From an optimization exercise on the open Yosys and OpenROAD flow, aimed at small area, a short achievable clock period and few clock cycles per item; shortcuts taken in it are not production practice. Where RTL was checked, it was by simulation tests only, not by an equivalence proof against the original. Only the layout flow was run in runs 1 and 2; the RTL was not checked for function there. Power and IR drop assume default switching activity.

--- flow/standard.sh ---
#!/bin/bash
# synth_recipe.tcl (not shown) runs the flow's synth.tcl, then flattens the netlist and writes it again
# the make line also repeats each setting of config.mk as NAME=value (left out here)
make -C /OpenROAD-flow-scripts/flow DESIGN_CONFIG=/design/flow/config.mk WORK_HOME=/design/flow/orfs CLKGATE_MAP_FILE= SYNTH_SCRIPT=/design/flow/synth_recipe.tcl "${@:-finish}"
--- flow/design.v ---
module og_add_pfx #(parameter W = 57) (
    input  wire [W-1:0] a,
    input  wire [W-1:0] b,
    input  wire         ci,
    output wire [W-1:0] s
);
    localparam L = 6;    
    wire [W:0] g0 = {a & b, ci};
    wire [W:0] p0 = {a ^ b, 1'b0};
    wire [W:0] g [0:L];
    wire [W:0] p [0:L];
    assign g[0] = g0;
    assign p[0] = p0;
    genvar k, i;
    generate
        for (k = 0; k < L; k = k + 1) begin : lev
            for (i = 0; i <= W; i = i + 1) begin : bit_
                if (((i >> k) & 1) == 1) begin : comb
                    localparam integer J = ((i >> k) << k) - 1;
                    assign g[k+1][i] = g[k][i] | (p[k][i] & g[k][J]);
                    assign p[k+1][i] = p[k][i] & p[k][J];
                end else begin : pass
                    assign g[k+1][i] = g[k][i];
                    assign p[k+1][i] = p[k][i];
                end
            end
        end
    endgenerate
    assign s = p0[W:1] ^ g[L][W-1:0];
endmodule
module og_inc_pfx #(parameter W = 63) (
    input  wire [W-1:0] a,
    input  wire         ci,
    output wire [W-1:0] s
);
    localparam L = 6;    
    wire [W:0] p [0:L];
    assign p[0] = {a, ci};
    genvar k, i;
    generate
        for (k = 0; k < L; k = k + 1) begin : lev
            for (i = 0; i <= W; i = i + 1) begin : bit_
                if (((i >> k) & 1) == 1) begin : comb
                    localparam integer J = ((i >> k) << k) - 1;
                    assign p[k+1][i] = p[k][i] & p[k][J];
                end else begin : pass
                    assign p[k+1][i] = p[k][i];
                end
            end
        end
    endgenerate
    assign s = a ^ p[L][W-1:0];
endmodule
module og_lzc57 (
    input  wire [56:0] x,
    output wire [5:0]  z
);
    wire [63:0] v0 = {x, 7'h7F};
    wire [31:0] v1;  wire [31:0] c1;
    wire [15:0] v2;  wire [31:0] c2;
    wire [7:0]  v3;  wire [23:0] c3;
    wire [3:0]  v4;  wire [15:0] c4;
    wire [1:0]  v5;  wire [9:0]  c5;
    genvar i;
    generate
        for (i = 0; i < 32; i = i + 1) begin : l1
            assign v1[i] = v0[2*i+1] | v0[2*i];
            assign c1[i] = ~v0[2*i+1];
        end
        for (i = 0; i < 16; i = i + 1) begin : l2
            assign v2[i] = v1[2*i+1] | v1[2*i];
            assign c2[2*i+1:2*i] = v1[2*i+1] ? {1'b0, c1[2*i+1]} : {1'b1, c1[2*i]};
        end
        for (i = 0; i < 8; i = i + 1) begin : l3
            assign v3[i] = v2[2*i+1] | v2[2*i];
            assign c3[3*i+2:3*i] = v2[2*i+1] ? {1'b0, c2[4*i+3:4*i+2]} : {1'b1, c2[4*i+1:4*i]};
        end
        for (i = 0; i < 4; i = i + 1) begin : l4
            assign v4[i] = v3[2*i+1] | v3[2*i];
            assign c4[4*i+3:4*i] = v3[2*i+1] ? {1'b0, c3[6*i+5:6*i+3]} : {1'b1, c3[6*i+2:6*i]};
        end
        for (i = 0; i < 2; i = i + 1) begin : l5
            assign v5[i] = v4[2*i+1] | v4[2*i];
            assign c5[5*i+4:5*i] = v4[2*i+1] ? {1'b0, c4[8*i+7:8*i+4]} : {1'b1, c4[8*i+3:8*i]};
        end
    endgenerate
    assign z = v5[1] ? {1'b0, c5[9:5]} : {1'b1, c5[4:0]};
endmodule
module og_shamt (
    input  wire [10:0] e,
    input  wire [10:0] f,
    output wire [5:0]  sh
);
    wire [6:0] x   = {1'b0, ~e[5:0]} + {1'b0, f[5:0]};    
    wire [5:0] dlo = ~x[5:0];                               
    wire       brw = x[6];                                  
    wire [5:0] eh  = {1'b0, e[10:6]};
    wire [5:0] fh  = {1'b0, f[10:6]};
    wire       gt1 = (eh > fh);
    wire       gt2 = (eh > fh + 6'd1);
    wire       big = brw ? gt2 : gt1;                       
    assign sh = dlo | {6{big}};
endmodule
module og_add_bk #(parameter W = 57) (
    input  wire [W-1:0] a,
    input  wire [W-1:0] b,
    input  wire         ci,
    output wire [W-1:0] s
);
    localparam L = 6;       
    localparam N = W + 1;   
    wire [N-1:0] g0 = {a & b, ci};
    wire [N-1:0] p0 = {a ^ b, 1'b0};
    wire [N-1:0] gu [0:L];
    wire [N-1:0] pu [0:L];
    assign gu[0] = g0;
    assign pu[0] = p0;
    genvar k, i;
    generate
        for (k = 0; k < L; k = k + 1) begin : up
            for (i = 0; i < N; i = i + 1) begin : bit_
                if (((i + 1) % (2 << k)) == 0 && i >= (1 << k)) begin : comb
                    assign gu[k+1][i] = gu[k][i] | (pu[k][i] & gu[k][i - (1 << k)]);
                    assign pu[k+1][i] = pu[k][i] & pu[k][i - (1 << k)];
                end else begin : pass
                    assign gu[k+1][i] = gu[k][i];
                    assign pu[k+1][i] = pu[k][i];
                end
            end
        end
    endgenerate
    wire [N-1:0] gd [0:L];
    assign gd[L] = gu[L];
    generate
        for (k = L - 1; k >= 0; k = k - 1) begin : dn
            for (i = 0; i < N; i = i + 1) begin : bit_
                if (((i + 1) % (2 << k)) == (1 << k) && i >= (2 << k)) begin : comb
                    assign gd[k][i] = gd[k+1][i] | (pu[k][i] & gd[k+1][i - (1 << k)]);
                end else begin : pass
                    assign gd[k][i] = gd[k+1][i];
                end
            end
        end
    endgenerate
    assign s = p0[N-1:1] ^ gd[0][N-2:0];
endmodule
module og_inc_bk #(parameter W = 63) (
    input  wire [W-1:0] a,
    input  wire         ci,
    output wire [W-1:0] s
);
    localparam L = 6;       
    localparam N = W + 1;   
    wire [N-1:0] pu [0:L];
    wire [N-1:0] pd [0:L];
    assign pu[0] = {a, ci};
    genvar k, i;
    generate
        for (k = 0; k < L; k = k + 1) begin : up
            for (i = 0; i < N; i = i + 1) begin : bit_
                if (((i + 1) % (2 << k)) == 0 && i >= (1 << k)) begin : comb
                    assign pu[k+1][i] = pu[k][i] & pu[k][i - (1 << k)];
                end else begin : pass
                    assign pu[k+1][i] = pu[k][i];
                end
            end
        end
    endgenerate
    assign pd[L] = pu[L];
    generate
        for (k = 0; k < L; k = k + 1) begin : dn
            for (i = 0; i < N; i = i + 1) begin : bit_
                if (((i + 1) % (2 << k)) == (1 << k) && i >= (2 << k)) begin : comb
                    assign pd[k][i] = pd[k+1][i] & pd[k+1][i - (1 << k)];
                end else begin : pass
                    assign pd[k][i] = pd[k+1][i];
                end
            end
        end
    endgenerate
    assign s = a ^ pd[0][N-2:0];
endmodule
module og_gt11 (
    input  wire [10:0] a,
    input  wire [10:0] b,
    output wire        gt
);
    assign gt = (b > a);
endmodule
module og_fadd (
    input  wire        clk,
    input  wire        rst,         
    input  wire        in_valid,
    input  wire [63:0] a,
    input  wire [63:0] b,
    output reg         out_valid,
    output reg  [63:0] y,
    output reg         nf
);
    wire [10:0] ea_in = a[62:52];
    wire [10:0] eb_in = b[62:52];
    wire        gt_in;
    og_gt11 u_gt (.a(ea_in), .b(eb_in), .gt(gt_in));
    wire [5:0]  cab, cba;
    og_shamt u_shab (.e(ea_in), .f(eb_in), .sh(cab));
    og_shamt u_shba (.e(eb_in), .f(ea_in), .sh(cba));
    reg        v0;
    reg [63:0] a0, b0;
    reg        swap0;           
    reg [5:0]  shab0, shba0;    
    always @(posedge clk) begin
        if (rst) v0 <= 1'b0;
        else     v0 <= in_valid;
        a0    <= a;
        b0    <= b;
        swap0 <= gt_in;
        shab0 <= cab;
        shba0 <= cba;
    end
    wire [10:0] ea = a0[62:52];
    wire [10:0] eb = b0[62:52];
    wire        ha = |ea;
    wire        hb = |eb;
    wire [10:0] ea1 = {ea[10:1], ea[0] | ~ha};
    wire [10:0] eb1 = {eb[10:1], eb[0] | ~hb};
    wire        swap = swap0;
    wire [10:0] xl   = swap ? eb1 : ea1;
    wire [52:0] ml   = swap ? {hb, b0[51:0]} : {ha, a0[51:0]};
    wire [52:0] ms   = swap ? {ha, a0[51:0]} : {hb, b0[51:0]};
    wire        sub  = a0[63] ^ b0[63];
    wire [10:0] eam1 = ea - 11'd1;
    wire [10:0] ebm1 = eb - 11'd1;
    wire [5:0]  cam1 = eam1[5:0] | {6{|eam1[10:6]}};
    wire [5:0]  cbm1 = ebm1[5:0] | {6{|ebm1[10:6]}};
    wire [5:0]  shab = hb ? shab0 : (ha ? cam1 : 6'd0);
    wire [5:0]  shba = ha ? shba0 : (hb ? cbm1 : 6'd0);
    wire [5:0]  sh   = swap ? shba : shab;
    wire        ee  = (ea == eb);
    wire        sgt = ee & (b0[51:0] > a0[51:0]);    
    wire        rev = sub & sgt;
    wire        eq  = ee & (b0[51:0] == a0[51:0]);
    wire        sl  = (swap ? b0[63] : a0[63]) ^ rev;
    wire [55:0] x0 = {ms, 3'b000};
    wire [55:0] x1 = sh[5] ? {32'd0, x0[55:32]} : x0;
    wire        t1 = sh[5] & (|x0[31:0]);
    wire [55:0] x2 = sh[4] ? {16'd0, x1[55:16]} : x1;
    wire        t2 = t1 | (sh[4] & (|x1[15:0]));
    wire [55:0] x3 = sh[3] ? {8'd0, x2[55:8]} : x2;
    wire        t3 = t2 | (sh[3] & (|x2[7:0]));
    wire [55:0] x4 = sh[2] ? {4'd0, x3[55:4]} : x3;
    wire        t4 = t3 | (sh[2] & (|x3[3:0]));
    wire [55:0] x5 = sh[1] ? {2'd0, x4[55:2]} : x4;
    wire        t5 = t4 | (sh[1] & (|x4[1:0]));
    wire [55:0] x6 = sh[0] ? {1'd0, x5[55:1]} : x5;
    wire        t6 = t5 | (sh[0] & x5[0]);
    wire [55:0] al = {x6[55:1], x6[0] | t6};
    wire [56:0] s1;
    og_add_bk #(.W(57)) u_add (
        .a  ({1'b0, ml, 3'b000} ^ {57{rev}}),
        .b  ({1'b0, al} ^ {57{sub & ~rev}}),
        .ci (sub),
        .s  (s1)
    );
    wire sg1 = sl & ~(sub & eq);
    reg        v1;
    reg [56:0] s2;
    reg [10:0] xp2;             
    reg        sg2;
    always @(posedge clk) begin
        if (rst) v1 <= 1'b0;
        else     v1 <= v0;
        s2  <= s1;
        xp2 <= xl + 11'd1;
        sg2 <= sg1;
    end
    reg [56:0] stop;
    integer j;
    always @(*) begin
        for (j = 0; j < 57; j = j + 1)
            stop[j] = (xp2 == 11'd57 - j[10:0]);
    end
    wire [5:0] lz;
    og_lzc57 u_lzc (.x(s2 | stop), .z(lz));
    wire [56:0] n1 = lz[5] ? {s2[24:0], 32'd0} : s2;
    wire [56:0] n2 = lz[4] ? {n1[40:0], 16'd0} : n1;
    wire [56:0] n3 = lz[3] ? {n2[48:0], 8'd0}  : n2;
    wire [56:0] n4 = lz[2] ? {n3[52:0], 4'd0}  : n3;
    wire [56:0] n5 = lz[1] ? {n4[54:0], 2'd0}  : n4;
    wire [56:0] n6 = lz[0] ? {n5[55:0], 1'd0}  : n5;
    wire [55:0] n  = {n6[56:2], n6[1] | n6[0]};
    wire [10:0] ex = xp2 - {5'd0, lz};
    wire        inc = n[2] & (n[1] | n[0] | n[3]);
    wire [62:0] rounded;
    og_inc_bk #(.W(63)) u_inc (
        .a  ({ex & {11{n[55]}}, n[54:3]}),
        .ci (inc),
        .s  (rounded)
    );
    wire nf2 = (&rounded[62:52]) | (s2[56] & (xp2 == 11'd2047));
    always @(posedge clk) begin
        if (rst) out_valid <= 1'b0;
        else     out_valid <= v1;
        y  <= {sg2, rounded};
        nf <= nf2;
    end
endmodule
--- flow/constraint.sdc ---
create_clock -name core_clock -period 24.0 [get_ports {clk}]
set_input_delay 4.8000 -clock core_clock [delete_from_list [all_inputs] [get_ports {clk}]]
set_output_delay 4.8000 -clock core_clock [all_outputs]
set_load 0.01 [all_outputs]
--- flow/flow/margin.txt ---
18
--- flow/config.mk ---
export PLATFORM = sky130hd
export DESIGN_NAME = og_fadd
export DESIGN_NICKNAME = og_fadd
export VERILOG_FILES = /design/flow/design.v
export SDC_FILE = /design/flow/constraint.sdc
export NUM_CORES = 4
export LEC_CHECK = 0
export ABC_AREA = 1
export ABC_CLOCK_PERIOD_IN_PS = 12000
export CAP_MARGIN = 20
export CORE_MARGIN = 2
export CORE_UTILIZATION = 55
export CTS_CLUSTER_DIAMETER = 100
export CTS_CLUSTER_SIZE = 24
export SETUP_SLACK_MARGIN = 1.0
export SLEW_MARGIN = 20
export SYNTH_HIERARCHICAL = 1
--- flow/flow/run.sh ---
#!/bin/bash
# The standard ORFS flow (the standard.sh) with a few settings changed:
#  - timing repair aims for a larger setup margin (flow/margin.txt), so the
#    layout is optimised for a shorter achieved period;
#  - extra make settings from flow/extra.txt (one VAR=value per line).
# The clock, constraints and synthesis are the standard flow's own, unchanged.
set -euo pipefail
M=$(cat flow/margin.txt)
ARGS=()
if [[ -f flow/extra.txt ]]; then
  while IFS= read -r line; do [[ -n "$line" ]] && ARGS+=("$line"); done < flow/extra.txt
fi
# run standard.sh's make line with the changed margin and the extra settings
sed -E "s/SETUP_SLACK_MARGIN=[-0-9.]+/SETUP_SLACK_MARGIN=$M/" standard.sh > standard_mod.sh
bash standard_mod.sh "${ARGS[@]}" finish > flow_make.log 2>&1
--- flow/flow/extra.txt ---
BUFFER_PORTS_ARGS=-buffer_cell sky130_fd_sc_hd__buf_1
ADDER_MAP_FILE=
==> qor.csv, run 1 <==
stage,metric,value,unit
power_and_ir_drop,Psw,1430,uW
critical_path,R2R setup slack,18.41,ns
cells_and_area,layout cells sized above 1,7.13,%
power_and_ir_drop,combinational power share,64.7,%
timing,RSZ-0062 raised after global routing,true,
critical_path,Worst path slowest cell,dfxtp_1,
critical_path,CP Launch Type,flip-flop,
logic_synthesis,synthesis-stage register bit count,278,
detailed_routing,Routed wire per std cell,15.6,um
logic_synthesis,top-count cell post-synth,nand2_1,
logic_synthesis,Commonest cells post-synth,"1,213 x nand2_1, 443 x inv_1, 442 x nand3_1",
logic_synthesis,largest family of logic cells by synthesized area,simple AND/OR/NAND/NOR gates,
timing,Worst Max-Slew Pin Slew,1.03,ns
timing,final worst-path cycle share,24.3,%
cells_and_area,layout overhead on the synthesized area,7.61,%
die,die footprint,45700,um2
detailed_routing,Vias,25500,
place,post-DP HPWL,59300,um
outcome,outcome,timing/DRC/antenna clean,
logic_synthesis,xor/xnor share of the synthesized area,8.24,%
logic_synthesis,post-synth top area cell,dfxtp_1,
detailed_routing,number of detailed-route iterations in the first pass,6,
timing,Clock Skews,0.0202,ns
clock_network,CTS tree,yes,
logic_synthesis,Netlist Area Pre-Place,24200,um2
place,cell count after placement,4753,
detailed_routing,1st-iter DRT viols,2500,
detailed_routing,Final ANT Viol Nets,0,
critical_path,Buf/Inv on CP,1,
logic_synthesis,mux cell area share after synthesis,3.10,%
detailed_routing,DR DRC count,0,
logic_synthesis,Synth Area in Compound Gates,13.5,%
power_and_ir_drop,Net Sw Frac,51.8,%
cells_and_area,# diodes,0,
critical_path,Crit path arrival time,1.04,ns
power_and_ir_drop,power share of the clock group,10.5,%
clock_network,htree depth,1,
critical_path,crit-path leading delay family,flip-flops,
place,placed standard-cell area,25100,um2
timing,Max Freq,0.171,GHz
power_and_ir_drop,PwrDens,106,nW/um2
die,row cnt,76,
clock_network,total CTS buffers,16,
die,die height,214,um
power_and_ir_drop,internal power,1330,uW
logic_synthesis,Yosys cell types,65,
die,IO Pins,197,
logic_synthesis,Mapped Nets,4252,
logic_synthesis,Synth Flop Type,dfxtp_1,
critical_path,Setup Crit Path Kind,reg2out,
place,dpl ws,17.10,ns
critical_path,CP max stage delay,0.35,ns
clock_network,Skew-Pair Late Insertion Delay,0.55,ns
global_route,vias in the first global route,21900,
die,Initial Util,56.0,%
clock_network,Worst-path clk slew,0.09,ns
logic_synthesis,share of async-settable or async-resettable flops after synthesis,0,%
global_route,largest net degree at the start of global routing,127,
global_route,grt total ovfl,0,
die,die width,214,um
timing,Tmin final,5.84,ns
clock_network,Max Root-Sink Buffers,3,
clock_network,CTS Hold Buffers Added,0,
cells_and_area,Final nets,4336,
timing,Setup TNS,0,ns
logic_synthesis,Synth Warn #,9,
logic_synthesis,Adder-Cell Fraction of Synth Area,0.0413,%
critical_path,crit path max fanout,1,
critical_path,worst endpoint required time,19.20,ns
timing,count of final max-slew check failures,0,
logic_synthesis,Mapped Cells,4121,
die,core area,43300,um2
critical_path,"critical path, cell by cell",buf_1,
timing,final worst slack,18.16,ns
timing,Setup Viol. Count Final,0,
min_path,HP Class,reg2reg,
power_and_ir_drop,Seq pwr share,24.8,%
logic_synthesis,Post-synth EDFFs,0,
logic_synthesis,Mean Syn Cell Area,5.88,um2
timing,Final Hold Violating Endpoints,0,
critical_path,Worst setup EP type,output pin,
job,# Max-Cap Violations,0,
logic_synthesis,share of Yosys cell area claimed by the top area cell type,23.0,%
global_route,first-pass GRT wire length,116000,um
logic_synthesis,"Seq/Total Area, Yosys",23.0,%
place,# port buffers,196,
place,RD Place Congestion,1.01,
timing,slew margin rel.,30.8,%
global_route,antenna violations before repair,0,
cells_and_area,fin util,60.2,%
power_and_ir_drop,Max IR drop VDD,0.0727,mV
clock_network,CTS sink cnt,278,
logic_synthesis,Area contributors post-synth,"dfxtp_1 23%, nand2_1 19%, nand3_1 9.1%",
detailed_routing,vias per inst,5.33,
logic_synthesis,Synth Area in Simple Gates,41.5,%
global_route,GRT Resource Usage Total,32.2,%
clock_network,CTS root buf,clkbuf_16,
power_and_ir_drop,Leak,0.0129,uW
detailed_routing,WL final,75000,um
cells_and_area,final instance area,26100,um2
cells_and_area,post-route insts no fill,4794,
cells by family (layout without fill, tap and decap cells):
group / after synthesis / count (layout)
simple gates: 2309 / 2313
buf+inv: 647 / 731
compound gates: 584 / 584
flops: 278 / 278
xor+xnor: 227 / 227
mux: 75 / 75
fa+ha+maj: 1 / 1
layout make-up:
type                    instances  area (um2)
clock buffers                  17         425
clock inverters                 5        45.0
fillers                      4519       17200
inverters                     477        1810
multi-input cells            3200       16400
flip-flops and latches        278        5570
well taps                     585         732
repair buffers                232        1120
routing by layer:
layer	share of wire [%]	global-route usage (%)	routed length [um]
met2	44	52.3	33200
met3	7.2	4.07	5390
met1	44	43.8	33300
met5	0	0	0
met4	4.1	11.5	3080
Yosys stat by module (local to each module, per instance), excerpt:
| module | cell area (um2) | cells |
|---|---|---|
| og_shamt | 532 | 112 |
| og_lzc57 | 805 | 174 |
| og_gt11 | 327 | 72 |
| og_fadd | 18300 | 2926 |
state kept, by name, indices dropped and copies added, names as in the netlist:
| name | cells |
|---|---|
| y | 64 |
| v0 | 1 |
| b0 | 64 |
| v1 | 1 |
| swap0 | 1 |
| shab0 | 6 |
| sg2 | 1 |
| a0 | 64 |
| nf | 1 |
| out_valid | 1 |
| shba0 | 6 |
| s2 | 57 |
| xp2 | 11 |
cell usage in the layout (no fill, tap or decap), types with 50 or more instances in the layout:
cell type,count
a21oi_1,86
buf_1,196
dfxtp_1,273
inv_1,440
mux2i_1,75
nand2_1,1205
nand2_2,52
nand3_1,441
nor2_1,400
o21ai_0,301
o21ai_1,59
xnor2_1,50
xor2_1,176
through the flow:
stage	hold slack [ns]	total power [uW]
after floorplan	0.310	1980
after global placement	0.310	2410
after detailed placement	0.316	2410
after CTS	0.335	2720
after global routing	0.343	3020
final	0.332	2760
power groups by stage:
| stage | Sequential [uW] | Clock [uW] | Combinational [uW] |
|---|---|---|---|
| after floorplan | 678 | 0 | 1310 |
| after global placement | 695 | 0 | 1710 |
| after detailed placement | 696 | 0 | 1720 |
| after CTS | 683 | 298 | 1740 |
| after global routing | 698 | 312 | 2010 |
| final | 685 | 291 | 1790 |
repair_timing:
item	CTS	global route
buffers inserted	7	8
pin swaps	3	6
setup endpoints to repair	62	65
gates resized for setup	23	81
gates cloned	3	1
final timing paths:
check | start | end | cells past startpoint
min | sg2$_DFF_P_ | y[63]$_DFF_P_ | 0
min reg2reg | sg2$_DFF_P_ | y[63]$_DFF_P_ | 0
max reg2reg | xp2[3]$_DFF_P_ | nf$_DFF_P_ | 32
max | y[15]$_DFF_P_ | y[15] | 1
==> run 2: changes to the inputs <==
--- a/flow/config.mk
+++ b/flow/config.mk
@@ -13,3 +13,3 @@
 export CTS_CLUSTER_DIAMETER = 100
-export CTS_CLUSTER_SIZE = 24
+export CTS_CLUSTER_SIZE = 20
 export SETUP_SLACK_MARGIN = 1.0
==> qor.csv, run 2 <==
stage,metric,value,unit,change
critical_path,CP Launch Type,flip-flop,,unchanged
place,RD Place Congestion,1.01,,unchanged
logic_synthesis,Synth Flop Type,dfxtp_1,,unchanged
logic_synthesis,Netlist Area Pre-Place,24200,um2,unchanged
detailed_routing,Final ANT Viol Nets,0,,unchanged
logic_synthesis,Area contributors post-synth,"dfxtp_1 23%, nand2_1 19%, nand3_1 9.1%",,unchanged
logic_synthesis,"Seq/Total Area, Yosys",23.0,%,unchanged
logic_synthesis,synthesis-stage register bit count,278,,unchanged
clock_network,CTS sink cnt,278,,unchanged
die,core area,43300,um2,unchanged
critical_path,start point of the critical path,y[51]$_DFF_P_,,was y[15]$_DFF_P_
die,Initial Util,56.0,%,unchanged
detailed_routing,Routed wire per std cell,15.7,um,was 15.6 um
critical_path,Worst path slowest cell,dfxtp_1,,unchanged
timing,Final Hold Violating Endpoints,0,,unchanged
timing,Worst Max-Slew Pin Slew,1.10,ns,was 1.03 ns
clock_network,Worst-path clk slew,0.07,ns,was 0.09 ns
detailed_routing,1st-iter DRT viols,2400,,"was 2,500"
timing,Max Freq,0.171,GHz,about the same
min_path,HP Class,reg2reg,,unchanged
timing,Tmin final,5.84,ns,about the same
cells_and_area,final instance area,26200,um2,"was 26,100 um2"
place,# port buffers,196,,unchanged
critical_path,reg-to-reg endpoint,s2[50]$_DFF_P_,,was nf$_DFF_P_
die,die footprint,45700,um2,unchanged
critical_path,Worst R2R Path Depth,33,,was 32
global_route,grt total ovfl,0,,unchanged
global_route,GRT Resource Usage Total,32.3,%,was 32.2%
timing,final worst-path cycle share,24.3,%,about the same
logic_synthesis,Mapped Nets,4252,,unchanged
timing,Setup Viol. Count Final,0,,unchanged
logic_synthesis,Post-synth EDFFs,0,,unchanged
place,post-DP HPWL,59300,um,unchanged
critical_path,worst endpoint required time,19.20,ns,about the same
die,die height,214,um,unchanged
min_path,min-delay src,sg2$_DFF_P_,,unchanged
cells_and_area,biggest registers after layout,"a0 (64), b0 (64), y (64)",,unchanged
logic_synthesis,share of Yosys cell area claimed by the top area cell type,23.0,%,unchanged
timing,WHS,0.330,ns,was 0.332 ns
clock_network,total CTS buffers,18,,was 16
logic_synthesis,post-synth top area cell,dfxtp_1,,unchanged
critical_path,worst reg2reg startpoint,b0[60]$_DFF_P_,,was xp2[3]$_DFF_P_
critical_path,Crit path arrival time,1.04,ns,about the same
critical_path,Setup Crit Path Kind,reg2out,,unchanged
detailed_routing,WL final,75400,um,"was 75,000 um"
logic_synthesis,Yosys cell types,65,,unchanged
timing,slew margin rel.,25.9,%,was 30.8%
global_route,vias in the first global route,22000,,"was 21,900"
clock_network,Skew-Pair Late Insertion Delay,0.55,ns,about the same
detailed_routing,number of detailed-route iterations in the first pass,7,,was 6
outcome,outcome,timing/DRC/antenna clean,,unchanged
detailed_routing,routed wl met2,33200,um,about the same
clock_network,Max Root-Sink Buffers,3,,unchanged
logic_synthesis,Commonest cells post-synth,"1,213 x nand2_1, 443 x inv_1, 442 x nand3_1",,unchanged
clock_network,CTS root buf,clkbuf_16,,unchanged
timing,RSZ-0062 raised after global routing,true,,unchanged
cells_and_area,"commonest non-fill, non-tap cell in the layout",nand2_1,,unchanged
critical_path,Worst setup EP type,output pin,,unchanged
logic_synthesis,Synth Warn #,9,,unchanged
timing,Setup TNS,0,ns,unchanged
cells_and_area,most frequent cells in the layout,"1,205 x nand2_1, 441 x nand3_1, 440 x inv_1",,unchanged
detailed_routing,vias per inst,5.35,,was 5.33
critical_path,Worst path depth,1,,unchanged
cells_and_area,# diodes,0,,unchanged
global_route,antenna violations before repair,0,,unchanged
logic_synthesis,top-count cell post-synth,nand2_1,,unchanged
global_route,first-pass GRT wire length,117000,um,"was 116,000 um"
die,die width,214,um,unchanged
detailed_routing,DR DRC count,0,,unchanged
cells_and_area,layout overhead on the synthesized area,8.06,%,was 7.61%
die,IO Pins,197,,unchanged
logic_synthesis,Mapped Cells,4121,,unchanged
cells_and_area,Final nets,4343,,"was 4,336"
timing,count of final max-slew check failures,0,,unchanged
clock_network,CTS tree,yes,,unchanged
power_and_ir_drop,Leak,0.0129,uW,about the same
detailed_routing,DR top layer,met4,,unchanged
clock_network,htree depth,1,,unchanged
detailed_routing,met3 WL post-DR,5440,um,was 5390 um
critical_path,"critical path, cell by cell",buf_1,,unchanged
timing,Clock Skews,0.0336,ns,was 0.0202 ns
power_and_ir_drop,PwrDens,106,nW/um2,about the same
critical_path,Critical Path End,y[51],,was y[15]
global_route,largest net degree at the start of global routing,127,,unchanged
logic_synthesis,Mean Syn Cell Area,5.88,um2,unchanged
critical_path,R2R setup slack,18.41,ns,about the same
cells_and_area,layout cells sized above 1,7.31,%,was 7.13%
critical_path,Buf/Inv on CP,1,,unchanged
detailed_routing,wl on met1,33600,um,"was 33,300 um"
power_and_ir_drop,Max IR drop VDD,0.0819,mV,was 0.0727 mV
job,# Max-Cap Violations,0,,unchanged
logic_synthesis,share of async-settable or async-resettable flops after synthesis,0,%,unchanged
critical_path,crit-path leading delay family,flip-flops,,unchanged
critical_path,CP max stage delay,0.36,ns,was 0.35 ns
detailed_routing,Vias,25700,,"was 25,500"
place,placed standard-cell area,25100,um2,unchanged
die,row cnt,76,,unchanged
critical_path,crit path max fanout,1,,unchanged
## run 2: cell counts after synthesis
No cell type changed its count.
## run 2: repair_timing
| item | in CTS | in global routing |
|---|---|---|
| hold buffers | 0 | 0 |
| gates resized for setup | 23 | 92 |
| endpoints found under the setup margin | 61 | 66 |
| hold endpoints to repair | 0 | 0 |
| cloned | 3 | 1 |
| pin swaps | 3 | 7 |
| buffers inserted | 7 | 13 |
## run 2: modules after synthesis, one instance, submodules excluded, a selection
module	flops+latches	cells inside
og_shamt	0	112
og_lzc57	0	174
og_fadd	278	2926
og_gt11	0	72
## run 2: worst min path at each step
stage          cells past startpoint  slack, ns             to
4_1_cts                            0       0.33  y[63]$_DFF_P_
5_1_grt                            0       0.34  y[63]$_DFF_P_
6_report                           0       0.33  y[63]$_DFF_P_
2_1_floorplan                      0       0.31  y[63]$_DFF_P_
3_3_place_gp                       0       0.31  y[63]$_DFF_P_
3_5_place_dp                       0       0.32  y[63]$_DFF_P_
## run 2: power breakdown
| part | switching, uW | total (uW) | internal, uW | leakage [uW] |
|---|---|---|---|---|
| clock | 159 | 303 | 144 | 0.000246 |
| sequential | 87.0 | 686 | 599 | 0.00234 |
| combinational | 1190 | 1790 | 603 | 0.0104 |
| total | 1440 | 2780 | 1350 | 0.0129 |
## run 2: stage by stage
stage                     total power, uW  util (%)  cells  setup WS [ns]
after floorplan                      1980         -   4121          18.40
after global placement               2410      58.0   4752          17.25
after detailed placement             2410      58.1   4753          17.10
after CTS                            2730      59.7   4786          17.97
after global routing                 3040      60.5   4800          17.95
final                                2780      60.5   4800          18.16
## run 2: cell families (layout without fill, tap and decap cells)
logic type	after synthesis	count (layout)	share of synthesized area, %
muxes	75	75	3.10
DFF	278	278	23.0
adders and majority gates	1	1	0.0413
AOI/OAI and AO/OA	584	584	13.5
buffers and inverters	647	737	10.7
and+or+nand+nor	2309	2313	41.5
xor gates and xnor gates	227	227	8.24
## run 2: per-layer routing
| metal | track usage (%) | up-vias |
|---|---|---|
| met5 | 0 | - |
| met4 | 12.0 | 0 |
| met3 | 4.14 | 147 |
| met2 | 52.3 | 936 |
| met1 | 44.0 | 11300 |
| li1 | - | 13300 |
## run 2: cell type report
cell class                      instances  area (um2)
Clock buffer                           20         479
Clock inverter                          3        27.5
Fill cell                            4507       17100
Inverter                              477        1810
Multi-Input combinational cell       3200       16400
Sequential cell                       278        5570
Tap cell                              585         732
Timing Repair Buffer                  237        1170
==> run 3: changes to the inputs <==
--- a/flow/design.v
+++ b/flow/design.v
@@ -1,54 +1 @@
-module og_add_pfx #(parameter W = 57) (
-    input  wire [W-1:0] a,
-    input  wire [W-1:0] b,
-    input  wire         ci,
-    output wire [W-1:0] s
-);
-    localparam L = 6;    
-    wire [W:0] g0 = {a & b, ci};
-    wire [W:0] p0 = {a ^ b, 1'b0};
-    wire [W:0] g [0:L];
-    wire [W:0] p [0:L];
-    assign g[0] = g0;
-    assign p[0] = p0;
-    genvar k, i;
-    generate
-        for (k = 0; k < L; k = k + 1) begin : lev
-            for (i = 0; i <= W; i = i + 1) begin : bit_
-                if (((i >> k) & 1) == 1) begin : comb
-                    localparam integer J = ((i >> k) << k) - 1;
-                    assign g[k+1][i] = g[k][i] | (p[k][i] & g[k][J]);
-                    assign p[k+1][i] = p[k][i] & p[k][J];
-                end else begin : pass
-                    assign g[k+1][i] = g[k][i];
-                    assign p[k+1][i] = p[k][i];
-                end
-            end
-        end
-    endgenerate
-    assign s = p0[W:1] ^ g[L][W-1:0];
-endmodule
-module og_inc_pfx #(parameter W = 63) (
-    input  wire [W-1:0] a,
-    input  wire         ci,
-    output wire [W-1:0] s
-);
-    localparam L = 6;    
-    wire [W:0] p [0:L];
-    assign p[0] = {a, ci};
-    genvar k, i;
-    generate
-        for (k = 0; k < L; k = k + 1) begin : lev
-            for (i = 0; i <= W; i = i + 1) begin : bit_
-                if (((i >> k) & 1) == 1) begin : comb
-                    localparam integer J = ((i >> k) << k) - 1;
-                    assign p[k+1][i] = p[k][i] & p[k][J];
-                end else begin : pass
-                    assign p[k+1][i] = p[k][i];
-                end
-            end
-        end
-    endgenerate
-    assign s = a ^ p[L][W-1:0];
-endmodule
 module og_lzc57 (
==> flow/flow/run.sh (replaced) <==
#!/bin/bash
# The standard ORFS flow (standard.sh), run with a few make settings
# changed; the clock, the constraints (SDC) and the flow steps are the standard flow's own.
#  - flow/margin.txt: the setup margin that timing repair aims for, so the
#    layout is optimised for a shorter achieved period than the 24 ns clock.
#  - flow/extra.txt: more make settings, one VAR=value per line:
#      BUFFER_PORTS_ARGS  the port buffers are buf_1 cells (every input and
#                         output port still gets its own buffer);
#      ADDER_MAP_FILE=    synthesis leaves adders to abc instead of mapping
#                         them to full/half-adder cells. The registers, their
#                         names and cells are those of the standard synthesis.
# make's output goes to flow_make.log; each ORFS step writes its own log under
# orfs/logs/.
set -euo pipefail
M=$(cat flow/margin.txt)
ARGS=()
if [[ -f flow/extra.txt ]]; then
  while IFS= read -r line; do [[ -n "$line" ]] && ARGS+=("$line"); done < flow/extra.txt
fi
sed -E "s/SETUP_SLACK_MARGIN=[-0-9.]+/SETUP_SLACK_MARGIN=$M/" standard.sh > standard_mod.sh
bash standard_mod.sh "${ARGS[@]}" finish > flow_make.log 2>&1
--- a/flow/config.mk
+++ b/flow/config.mk
@@ -13,3 +13,3 @@
 export CTS_CLUSTER_DIAMETER = 100
-export CTS_CLUSTER_SIZE = 20
+export CTS_CLUSTER_SIZE = 24
 export SETUP_SLACK_MARGIN = 1.0
==> qor.csv, run 3 <==
stage,metric,value,unit,change
timing,Clock Skews,0.0202,ns,was 0.0336 ns
die,die width,214,um,unchanged
power_and_ir_drop,Seq pwr share,24.8,%,was 24.7%
clock_network,CTS Hold Buffers Added,0,,unchanged
logic_synthesis,"Seq/Total Area, Yosys",23.0,%,unchanged
detailed_routing,DR DRC count,0,,unchanged
timing,final worst-path cycle share,24.3,%,about the same
global_route,GRT Resource Usage Total,32.2,%,was 32.3%
detailed_routing,Final ANT Viol Nets,0,,unchanged
clock_network,htree depth,1,,unchanged
outcome,outcome,timing/DRC/antenna clean,,unchanged
logic_synthesis,Netlist Area Pre-Place,24200,um2,unchanged
place,cell count after placement,4753,,unchanged
cells_and_area,# diodes,0,,unchanged
timing,Setup Viol. Count Final,0,,unchanged
power_and_ir_drop,power share of the clock group,10.5,%,was 10.9%
cells_and_area,layout cells sized above 1,7.13,%,was 7.31%
die,IO Pins,197,,unchanged
cells_and_area,"commonest non-fill, non-tap cell in the layout",nand2_1,,unchanged
place,RD Place Congestion,1.01,,unchanged
timing,Tmin final,5.84,ns,about the same
global_route,largest net degree at the start of global routing,127,,unchanged
logic_synthesis,Mean Syn Cell Area,5.88,um2,unchanged
timing,Final Hold Violating Endpoints,0,,unchanged
power_and_ir_drop,PwrDens,106,nW/um2,about the same
place,placed standard-cell area,25100,um2,unchanged
cells_and_area,post-route insts no fill,4794,,"was 4,800"
logic_synthesis,post-synth top area cell,dfxtp_1,,unchanged
timing,WHS,0.332,ns,was 0.330 ns
power_and_ir_drop,Net Sw Frac,51.8,%,was 51.6%
cells_and_area,Final nets,4336,,"was 4,343"
critical_path,worst endpoint required time,19.20,ns,about the same
logic_synthesis,synthesis-stage register bit count,278,,unchanged
detailed_routing,number of detailed-route iterations in the first pass,6,,was 7
die,core area,43300,um2,unchanged
timing,Max Freq,0.171,GHz,about the same
die,die footprint,45700,um2,unchanged
power_and_ir_drop,power consumption,2760,uW,was 2780 uW
job,# Max-Cap Violations,0,,unchanged
clock_network,total CTS buffers,16,,was 18
timing,count of final max-slew check failures,0,,unchanged
global_route,vias in the first global route,21900,,"was 22,000"
global_route,antenna violations before repair,0,,unchanged
die,die height,214,um,unchanged
detailed_routing,Vias,25500,,"was 25,700"
clock_network,Worst-path clk slew,0.09,ns,was 0.07 ns
logic_synthesis,share of async-settable or async-resettable flops after synthesis,0,%,unchanged
critical_path,"critical path, cell by cell",buf_1,,unchanged
detailed_routing,Routed wire per std cell,15.6,um,was 15.7 um
die,Initial Util,56.0,%,unchanged
power_and_ir_drop,Leak,0.0129,uW,about the same
min_path,HP Class,reg2reg,,unchanged
power_and_ir_drop,Max IR drop VDD,0.0727,mV,was 0.0819 mV
critical_path,CP max stage delay,0.35,ns,was 0.36 ns
critical_path,Setup Crit Path Kind,reg2out,,unchanged
logic_synthesis,Mapped Nets,4252,,unchanged
global_route,first-pass GRT wire length,116000,um,"was 117,000 um"
detailed_routing,vias per inst,5.33,,was 5.35
cells_and_area,biggest registers after layout,"a0 (64), b0 (64), y (64)",,unchanged
critical_path,Worst path slowest cell,dfxtp_1,,unchanged
logic_synthesis,Commonest cells post-synth,"1,213 x nand2_1, 443 x inv_1, 442 x nand3_1",,unchanged
critical_path,CP Launch Type,flip-flop,,unchanged
timing,slew margin rel.,30.8,%,was 25.9%
clock_network,CTS sink cnt,278,,unchanged
cells_and_area,layout overhead on the synthesized area,7.61,%,was 8.06%
global_route,grt total ovfl,0,,unchanged
critical_path,crit-path leading delay family,flip-flops,,unchanged
critical_path,Crit path arrival time,1.04,ns,about the same
critical_path,R2R setup slack,18.41,ns,about the same
die,row cnt,76,,unchanged
detailed_routing,WL final,75000,um,"was 75,400 um"
logic_synthesis,Post-synth EDFFs,0,,unchanged
critical_path,Buf/Inv on CP,1,,unchanged
cells_and_area,final instance area,26100,um2,"was 26,200 um2"
clock_network,Skew-Pair Late Insertion Delay,0.55,ns,about the same
clock_network,CTS tree,yes,,unchanged
critical_path,Worst setup EP type,output pin,,unchanged
timing,Setup TNS,0,ns,unchanged
logic_synthesis,share of Yosys cell area claimed by the top area cell type,23.0,%,unchanged
critical_path,crit path max fanout,1,,unchanged
clock_network,CTS root buf,clkbuf_16,,unchanged
logic_synthesis,Mapped Cells,4121,,unchanged
timing,RSZ-0062 raised after global routing,true,,unchanged
logic_synthesis,Yosys cell types,65,,unchanged
logic_synthesis,Area contributors post-synth,"dfxtp_1 23%, nand2_1 19%, nand3_1 9.1%",,unchanged
timing,Worst Max-Slew Pin Slew,1.03,ns,was 1.10 ns
power_and_ir_drop,internal power,1330,uW,was 1350 uW
logic_synthesis,Synth Flop Type,dfxtp_1,,unchanged
cells_and_area,most frequent cells in the layout,"1,205 x nand2_1, 441 x nand3_1, 440 x inv_1",,unchanged
power_and_ir_drop,Psw,1430,uW,was 1440 uW
detailed_routing,1st-iter DRT viols,2500,,"was 2,400"
logic_synthesis,top-count cell post-synth,nand2_1,,unchanged
place,post-DP HPWL,59300,um,unchanged
power_and_ir_drop,combinational power share,64.7,%,was 64.5%
clock_network,Max Root-Sink Buffers,3,,unchanged
logic_synthesis,Synth Warn #,9,,unchanged
place,# port buffers,196,,unchanged
run 3: cells by family after synthesis:
group | after synthesis | synth area share, %
compound gates | 584 | 13.5
xor+xnor | 227 | 8.24
fa+ha+maj | 1 | 0.0413
buf+inv | 647 | 10.7
flops | 278 | 23.0
mux | 75 | 3.10
simple gates | 2309 | 41.5
run 3: area by class of cell:
class	instances	area, um2
multi-input cells	3200	16400
well taps	585	732
repair buffers	232	1120
flip-flops and latches	278	5570
inverters	477	1810
clock inverters	5	45.0
fillers	4519	17200
clock buffers	17	425
run 3: path summary, 6_finish.rpt:
check	start	endpoint	depth (start not counted)
max	y[15]$_DFF_P_	y[15]	1
min	sg2$_DFF_P_	y[63]$_DFF_P_	0
max reg2reg	xp2[3]$_DFF_P_	nf$_DFF_P_	32
min reg2reg	sg2$_DFF_P_	y[63]$_DFF_P_	0
run 3: power by group through the flow:
stage / clock (uW) / combinational, uW / sequential, uW
after CTS: 298 / 1740 / 683
after detailed placement: 0 / 1720 / 696
after floorplan: 0 / 1310 / 678
after global placement: 0 / 1710 / 695
after global routing: 312 / 2010 / 698
final: 291 / 1790 / 685
run 3: Yosys stat by module (local to each module, per instance), a selection:
module    cells inside  area [um2]  flip-flops and latches
og_gt11             72         327                       0
og_lzc57           174         805                       0
og_shamt           112         532                       0
og_fadd           2926       18300                     278
run 3: routing by layer:
layer	up-vias	global-route usage, %	routed length (um)
met2	890	52.3	33200
met4	0	11.5	3080
met1	11200	43.8	33300
met3	138	4.07	5390
li1	13300	-	-
met5	-	0	0
run 3: stage by stage:
stage	setup slack (ns)	util, %
floorplan	18.40	-
global placement	17.25	58.0
detailed placement	17.10	58.1
CTS	17.97	59.6
global route	17.93	60.2
finish	18.16	60.2
run 3: repair_timing:
item,4_1_cts,5_1_grt
setup endpoints to repair,62,65
setup buffers,7,8
gates resized for setup,23,81
pin swaps,3,6
gates cloned,3,1
Testbench counts of run 3, summed over its fixed seeds: cycles 12,024, items 12,000.

-- re-timing with driven ports --
The flow's constraints put no driver on any port. The routed layouts listed below were extracted and timed again, unchanged, in two steps. Step 1 assumes that a clkbuf_16 drives the clock port and a buf_2 every other input. Step 2 times the ports against the registers' clock, not the clock port: input delays grow and output delays shrink by t, the midpoint of the rising clock arrivals with the driver on. Slacks: ideal ports / drivers / drivers and shift; pairs: ideal ports / drivers.
| run | t, ns | setup WS [ns] | worst setup path after step 2 | cell pins on the clock port's net |
|---|---|---|---|---|
| run 1 | 0.598 | 18.158 / 18.099 / 17.681 | input to register | 1 |
| run 2 | 0.595 | 18.162 / 18.102 / 17.670 | input to register | 1 |
| run 3 | 0.598 | 18.158 / 18.099 / 17.681 | input to register | 1 |
After both steps setup and hold are still met in every run listed. The setup slack of run 2, which loses most, moves by -0.060 ns with the drivers and by -0.492 ns with both steps.
